Source: an optimization exercise on an open RTL-to-GDS flow (aim: small area, a short achievable clock period and few clock cycles per item). Production flows keep margins and buffers that such runs may drop. Only simulation tests tie the RTL to the original design; equivalence was not proved.

## flow/design.v

```verilog
module hpsdr_telem (
    input  wire        clk,
    input  wire        rst,
    input  wire        in_valid,
    output wire        in_ready,
    input  wire [7:0]  in_c0,
    input  wire [31:0] in_data,
    output wire        out_valid,
    input  wire        out_ready,
    output reg  [2:0]  out_kind,
    output reg  [2:0]  out_keys,
    output reg  [31:0] out_a,
    output reg  [31:0] out_b
);
    localparam [2:0] K_INFO   = 3'd0;
    localparam [2:0] K_FWD    = 3'd1;
    localparam [2:0] K_REV    = 3'd2;
    localparam [2:0] K_SUPPLY = 3'd3;
    localparam [2:0] K_ADC    = 3'd4;
    localparam [2:0] K_RAW    = 3'd5;
    localparam [23:0] BRIDGE_DIV = 24'd16769025;
    localparam [23:0] SUPPLY_DIV = 24'd93275;
    localparam [15:0] REV_OFFSET = 16'd10;
    localparam [1:0] S_IDLE = 2'd0;
    localparam [1:0] S_MUL  = 2'd1;
    localparam [1:0] S_DIV  = 2'd2;
    localparam [1:0] S_DONE = 2'd3;
    reg [1:0]  state;
    reg [15:0] code;        
    reg        is_supply;   
    reg [55:0] numer;       
    reg [23:0] divisor;
    reg [23:0] rem;
    reg [55:0] quot;
    reg [5:0]  count;
    assign in_ready  = (state == S_IDLE);
    assign out_valid = (state == S_DONE);
    wire [7:0] c1 = in_data[31:24];
    wire [7:0] c2 = in_data[23:16];
    wire [7:0] c3 = in_data[15:8];
    wire [7:0] c4 = in_data[7:0];
    reg [2:0] kind;
    always @(*) begin
        case (in_c0 & 8'hF8)
            8'h00:   kind = K_INFO;
            8'h08:   kind = K_FWD;
            8'h10:   kind = K_REV;
            8'h18:   kind = K_SUPPLY;
            8'h20:   kind = K_ADC;
            default: kind = K_RAW;
        endcase
    end
    wire [7:0] c2_t = c2 / 8'd10;
    wire [7:0] c2_o = c2 % 8'd10;
    wire [7:0] c3_t = c3 / 8'd10;
    wire [7:0] c3_o = c3 % 8'd10;
    wire [7:0] c4_t = c4 / 8'd10;
    wire [7:0] c4_o = c4 % 8'd10;
    wire [24:0] trial = {rem, numer[55]} - {1'b0, divisor};
    wire        fits  = ~trial[24];
    wire [15:0] rev_code = (code > REV_OFFSET) ? (code - REV_OFFSET) : 16'd0;
    wire [15:0] sq_code  = (out_kind == K_REV) ? rev_code : code;
    wire [39:0] bridge_num = sq_code * sq_code * 40'd121;
    wire [39:0] supply_num = code * 40'd506;
    always @(posedge clk) begin
        if (rst) begin
            state <= S_IDLE;
        end else begin
            case (state)
                S_IDLE: begin
                    if (in_valid) begin
                        out_kind <= kind;
                        out_keys <= in_c0[2:0];
                        out_a    <= 32'd0;
                        out_b    <= 32'd0;
                        case (kind)
                            K_INFO: begin
                                out_a <= {25'd0, c1[6:0]};
                                out_b <= {5'd0, c2_t[4:0], c2_o[3:0], c3_t[4:0], c3_o[3:0],
                                          c4_t[4:0], c4_o[3:0]};
                                state <= S_DONE;
                            end
                            K_FWD: begin
                                out_a     <= {16'd0, in_data[31:16]};
                                code      <= in_data[15:0];
                                is_supply <= 1'b0;
                                state     <= S_MUL;
                            end
                            K_REV: begin
                                out_b     <= {16'd0, in_data[15:0]};
                                code      <= in_data[31:16];
                                is_supply <= 1'b0;
                                state     <= S_MUL;
                            end
                            K_SUPPLY: begin
                                out_a     <= {16'd0, in_data[31:16]};
                                code      <= in_data[15:0];
                                is_supply <= 1'b1;
                                state     <= S_MUL;
                            end
                            K_ADC: begin
                                out_a <= {28'd0, c4[0], c3[0], c2[0], c1[0]};
                                out_b <= {4'd0, c4[7:1], c3[7:1], c2[7:1], c1[7:1]};
                                state <= S_DONE;
                            end
                            default: begin
                                out_a <= in_data;
                                state <= S_DONE;
                            end
                        endcase
                    end
                end
                S_MUL: begin
                    numer   <= {(is_supply ? supply_num : bridge_num), 16'd0};
                    divisor <= is_supply ? SUPPLY_DIV : BRIDGE_DIV;
                    rem     <= 24'd0;
                    quot    <= 56'd0;
                    count   <= 6'd0;
                    state   <= S_DIV;
                end
                S_DIV: begin
                    rem   <= fits ? trial[23:0] : {rem[22:0], numer[55]};
                    quot  <= {quot[54:0], fits};
                    numer <= {numer[54:0], 1'b0};
                    count <= count + 6'd1;
                    if (count == 6'd55) begin
                        if (out_kind == K_REV)
                            out_a <= {quot[30:0], fits};
                        else
                            out_b <= {quot[30:0], fits};
                        state <= S_DONE;
                    end
                end
                S_DONE: begin
                    if (out_ready)
                        state <= S_IDLE;
                end
            endcase
        end
    end
endmodule
```

## flow/constraint.sdc

```tcl
create_clock -name core_clock -period 12.0 [get_ports {clk}]
set_input_delay 2.4000 -clock core_clock [delete_from_list [all_inputs] [get_ports {clk}]]
set_output_delay 2.4000 -clock core_clock [all_outputs]
set_load 0.01 [all_outputs]
```

## flow/config.mk

```make
export PLATFORM = sky130hd
export DESIGN_NAME = hpsdr_telem
export DESIGN_NICKNAME = hpsdr_telem
export VERILOG_FILES = /design/flow/design.v
export SDC_FILE = /design/flow/constraint.sdc
export NUM_CORES = 4
export LEC_CHECK = 0
export CAP_MARGIN = 20
export CORE_MARGIN = 2
export CORE_UTILIZATION = 40
export SLEW_MARGIN = 20
```

## flow/run.sh

```bash
#!/bin/bash
# synth_recipe.tcl (not shown) runs the flow's synth.tcl, then flattens the netlist and writes it again
# the make line also repeats each setting of config.mk as NAME=value (left out here)
make -C /OpenROAD-flow-scripts/flow DESIGN_CONFIG=/design/flow/config.mk WORK_HOME=/design/flow/orfs CLKGATE_MAP_FILE= SYNTH_SCRIPT=/design/flow/synth_recipe.tcl finish
```

==> notes.md <==
[worst reg2reg max path: cells and delay by family (launching register included)]
family	cells	cell delay, ns
DFF	1	0.41
xor gates and xnor gates	2	0.30
buffers and inverters	9	0.89
adders and majority gates	13	5.61
AOI/OAI and AO/OA	12	3.15
and+or+nand+nor	6	0.95
[per-stage QoR]
stage / setup TNS [ns] / setup WS (ns)
global placement: 0 / 0.0875
CTS: 0 / 0.000697
global route: -0.334 / -0.146
detailed placement: -0.0472 / -0.0185
finish: 0 / 0.426
floorplan: 0 / 0.144
[cells in the final DEF (no fill, tap or decap), types with 23 or more instances in the layout]
| cell type | netlist | routed |
|---|---|---|
| sky130_fd_sc_hd__o21a_1 | 23 | 23 |
| sky130_fd_sc_hd__xor2_1 | 44 | 43 |
| sky130_fd_sc_hd__nor3_1 | 26 | 25 |
| sky130_fd_sc_hd__clkdlybuf4s50_1 | 0 | 115 |
| sky130_fd_sc_hd__mux2i_1 | 25 | 25 |
| sky130_fd_sc_hd__a21oi_1 | 117 | 107 |
| sky130_fd_sc_hd__edfxtp_1 | 190 | 190 |
| sky130_fd_sc_hd__nor2_1 | 183 | 175 |
| sky130_fd_sc_hd__o21ai_0 | 119 | 114 |
| sky130_fd_sc_hd__inv_1 | 496 | 492 |
| sky130_fd_sc_hd__a22oi_1 | 23 | 23 |
| sky130_fd_sc_hd__fa_1 | 293 | 293 |
| sky130_fd_sc_hd__a21o_1 | 72 | 72 |
| sky130_fd_sc_hd__ha_1 | 280 | 269 |
| sky130_fd_sc_hd__xnor2_1 | 100 | 87 |
| sky130_fd_sc_hd__nand2b_1 | 27 | 25 |
| sky130_fd_sc_hd__nand3_1 | 33 | 33 |
| sky130_fd_sc_hd__buf_4 | 1 | 142 |
| sky130_fd_sc_hd__nand2_1 | 206 | 201 |
| sky130_fd_sc_hd__and2_1 | 35 | 33 |
[final cells by class]
| cell class | instances | area (sq um) |
|---|---|---|
| repair buffers | 257 | 2220 |
| well taps | 846 | 1060 |
| clock inverters | 15 | 196 |
| fillers | 5918 | 33500 |
| flip-flops and latches | 192 | 5750 |
| clock buffers | 17 | 425 |
| multi-input cells | 1925 | 18200 |
| inverters | 498 | 1870 |
[layer usage]
| metal | wire length [microns] | share of wire | vias up | GRT usage |
|---|---|---|---|---|
| met1 | 30500 | 0.44 | 9893 | 0.284 |
| li1 | - | - | 9432 | - |
| met5 | 0 | 0 | - | 0 |
| met4 | 1610 | 0.023 | 0 | 0.0562 |
| met2 | 33500 | 0.48 | 570 | 0.351 |
| met3 | 4010 | 0.058 | 99 | 0.0348 |
[cells by family (layout without fill, tap and decap cells)]
logic type               Yosys count  in the layout  share of synthesized area
multiplexers                      39             39                     0.0159
XOR/XNOR                         146            146                     0.0505
AO/OA/AOI/OAI                    546            546                      0.145
other                              1              2                   0.000147
adder cells (fa/ha/maj)          581            581                      0.369
flip-flops                       192            192                      0.224
AND/OR/NAND/NOR                  611            611                      0.111
buffers and inverters            572            787                     0.0843
[sequential cells by signal (all words and copies together) (netlist names)]
| register | count |
|---|---|
| out_a | 32 |
| count | 6 |
| rem | 24 |
| numer | 40 |
| out_kind | 3 |
| out_keys | 3 |
| out_b | 32 |
| state | 2 |
| code | 16 |
| quot | 31 |
| divisor | 2 |
| is_supply | 1 |
[what timing repair did]
action                     in CTS  in global routing
setup endpoints to repair       5                 15
resized for setup               3                 92
hold buffers                    0                  0
cloned                          0                  0
pin swaps                       0                 25
buffers inserted                0                 14
[worst max path at each step]
stage | to | from | slack (ns) | cells after the start
after global placement | numer[54]$_DFFE_PP_ | code[2]$_DFFE_PP_ | 0.09 | 45
final | numer[53]$_DFFE_PP_ | code[1]$_DFFE_PP_ | 0.43 | 42
after global routing | numer[53]$_DFFE_PP_ | code[2]$_DFFE_PP_ | -0.15 | 42
after CTS | numer[46]$_DFFE_PP_ | code[2]$_DFFE_PP_ | 0.0007 | 44
after detailed placement | numer[52]$_DFFE_PP_ | code[2]$_DFFE_PP_ | -0.02 | 45
after floorplan | numer[46]$_DFFE_PP_ | code[5]$_DFFE_PP_ | 0.14 | 42
==> load_flow_metrics.sql <==
INSERT INTO impl_metrics (metric_group, metric, value, unit) VALUES
('grt', 'grt_overflow_total', '0', ''),
('clocking', 'cts_max_path_buffers', '2', ''),
('finish', 'areaGrowthSynthToFinish', '16.1', '%'),
('timing', 'hold_violations', '0', ''),
('critical_path', 'r2r_setup_slack', '0.43', 'ns'),
('critical_path', 'regToRegEndpoint', 'numer[53]$_DFFE_PP_', ''),
('yosys', 'yosysUniqueCellTypes', '86', ''),
('place', 'post-dp-hpwl', '56200', 'microns'),
('route', 'detail_route.wl_per_cell', '18.6', 'microns'),
('grt', 'grt_antenna_before_repair', '0', ''),
('grt', 'grt_pass1_vias', '20600', ''),
('yosys', 'post_synth_most_frequent_cells', '496 x sky130_fd_sc_hd__inv_1, 293 x sky130_fd_sc_hd__fa_1, 280 x sky130_fd_sc_hd__ha_1', ''),
('critical_path', 'timing.critical_path.required', '12.19', 'ns'),
('route', 'detail-route-antenna-nets', '0', ''),
('timing', 'fmax', '86.4', 'MHz'),
('run_status', 'run_status', 'finished clean', ''),
('floorplan', 'top_level_ports', '116', ''),
('critical_path', 'start_kind', 'flip-flop', ''),
('worst_hold_path', 'hold_path_startpoint', 'numer[23]$_DFFE_PP_', ''),
('route', 'drt_pass1_iterations', '6', ''),
('clocking', 'cts-buffers-inserted', '17', ''),
('finish', 'n_antenna_cell', '0', ''),
('floorplan', 'core_area', '0.0632', 'sq mm'),
('critical_path', 'cell_with_the_largest_stage_delay_on_the_worst_path', 'sky130_fd_sc_hd__fa_1', ''),
('place', 'gp_routability_congestion', '0.976', ''),
('finish', 'layout-drive-gt1-share', '0.106', ''),
('route', 'drc_errors', '0', ''),
('critical_path', 'dominant_delay_contributor_by_cell_family_on_the_critical_path', 'adder cells', ''),
('finish', 'non_filler_cell_area_final', '0.0297', 'sq mm'),
('timing', 'unrepaired_setup_endpoints_after_global_routing', 'true', ''),
('finish', 'instances_no_fill', '3750', ''),
('grt', 'grt_start_max_net_pins', '63', ''),
('yosys', 'synth.yosys.seq_area_share', '0.224', ''),
('finish', 'post_route_utilization', '0.470', ''),
('timing', 'slew_headroom', '0.334', ''),
('place', 'buffer_ports.inserted', '115', ''),
('grt', 'grt_first_pass_wirelength', '111000', 'microns'),
('clocking', 'clk_pin_slew_worst_paths', '0.08', 'ns'),
('timing', 'timing_worst_slew_pin_value', '0.996', 'ns'),
('critical_path', 'worst-setup-path-type', 'reg -> reg', ''),
('place', 'place_inst', '3704', ''),
('critical_path', 'critical_path_sink_type', 'flip-flop', ''),
('critical_path', 'worst_r2r_path_depth', '42', ''),
('yosys', 'synth.ff_latch_count', '192', ''),
('timing', 'skew', '0.0233', 'ns'),
('route', 'detail_route.vias_per_cell', '5.33', ''),
('yosys', 'syn_avg_cell_area', '9.52', 'sq um'),
('route', 'route.final.wire_length', '69600', 'microns'),
('critical_path', 'r2r_start', 'code[1]$_DFFE_PP_', ''),
('timing', 'minimum_clock_period', '11.57', 'ns'),
('timing', 'final_min_period_over_clock_period', '0.965', ''),
('yosys', 'synth_enable_flop_cells', '190', ''),
('critical_path', 'highest_cell_delay_on_the_worst_timing_path', '0.54', 'ns'),
('timing', 'fin_worst_hold_slack', '0.528', 'ns'),
('critical_path', 'most_common_cell_on_crit_path', 'sky130_fd_sc_hd__fa_1', ''),
('place', 'placed_area', '0.0285', 'sq mm'),
('yosys', 'asyncSetResetFlopFracSynth', '0', ''),
('yosys', 'syn-cell-area', '0.0256', 'sq mm'),
('yosys', 'synth-main-ff-cell', 'sky130_fd_sc_hd__edfxtp_1', ''),
('yosys', 'syn-instance-count', '2688', ''),
('clocking', 'clock_latency', '0.46', 'ns'),
('yosys', 'synth_largest_type_area_fraction', '0.229', ''),
('clocking', 'cts_tree', 'built', ''),
('yosys', 'yosysTopAreaCell', 'sky130_fd_sc_hd__fa_1', '');
Testbench counts, summed over its fixed seeds: cycles 107,005, items 3,200.

## static timing again, ports no longer ideal
The results above use ideal ports. As a check the final layout listed here was re-extracted and re-timed, cells and wires unchanged. Step 1: set_driving_cell puts a clkbuf_16 on clk and a buf_2 on each other input, an assumption about the parent block. Step 2 moves the port delays by t, midway between the first and last clock arrival at a register: inputs arrive t later, outputs are due t later. That takes back most of the time a late clock gives input paths. Three values: ideal ports, drivers, drivers and shift; two values: the first two.
shift t [ns]: 0.506
setup slack, ns: 0.426 / 0.426 / 0.426
clock arrival spread, ns: 0.024 / 0.023
After both steps setup and hold are still met in this run. For this run, drivers alone change the setup slack by 0.000 ns; drivers and shift together by 0.000 ns.
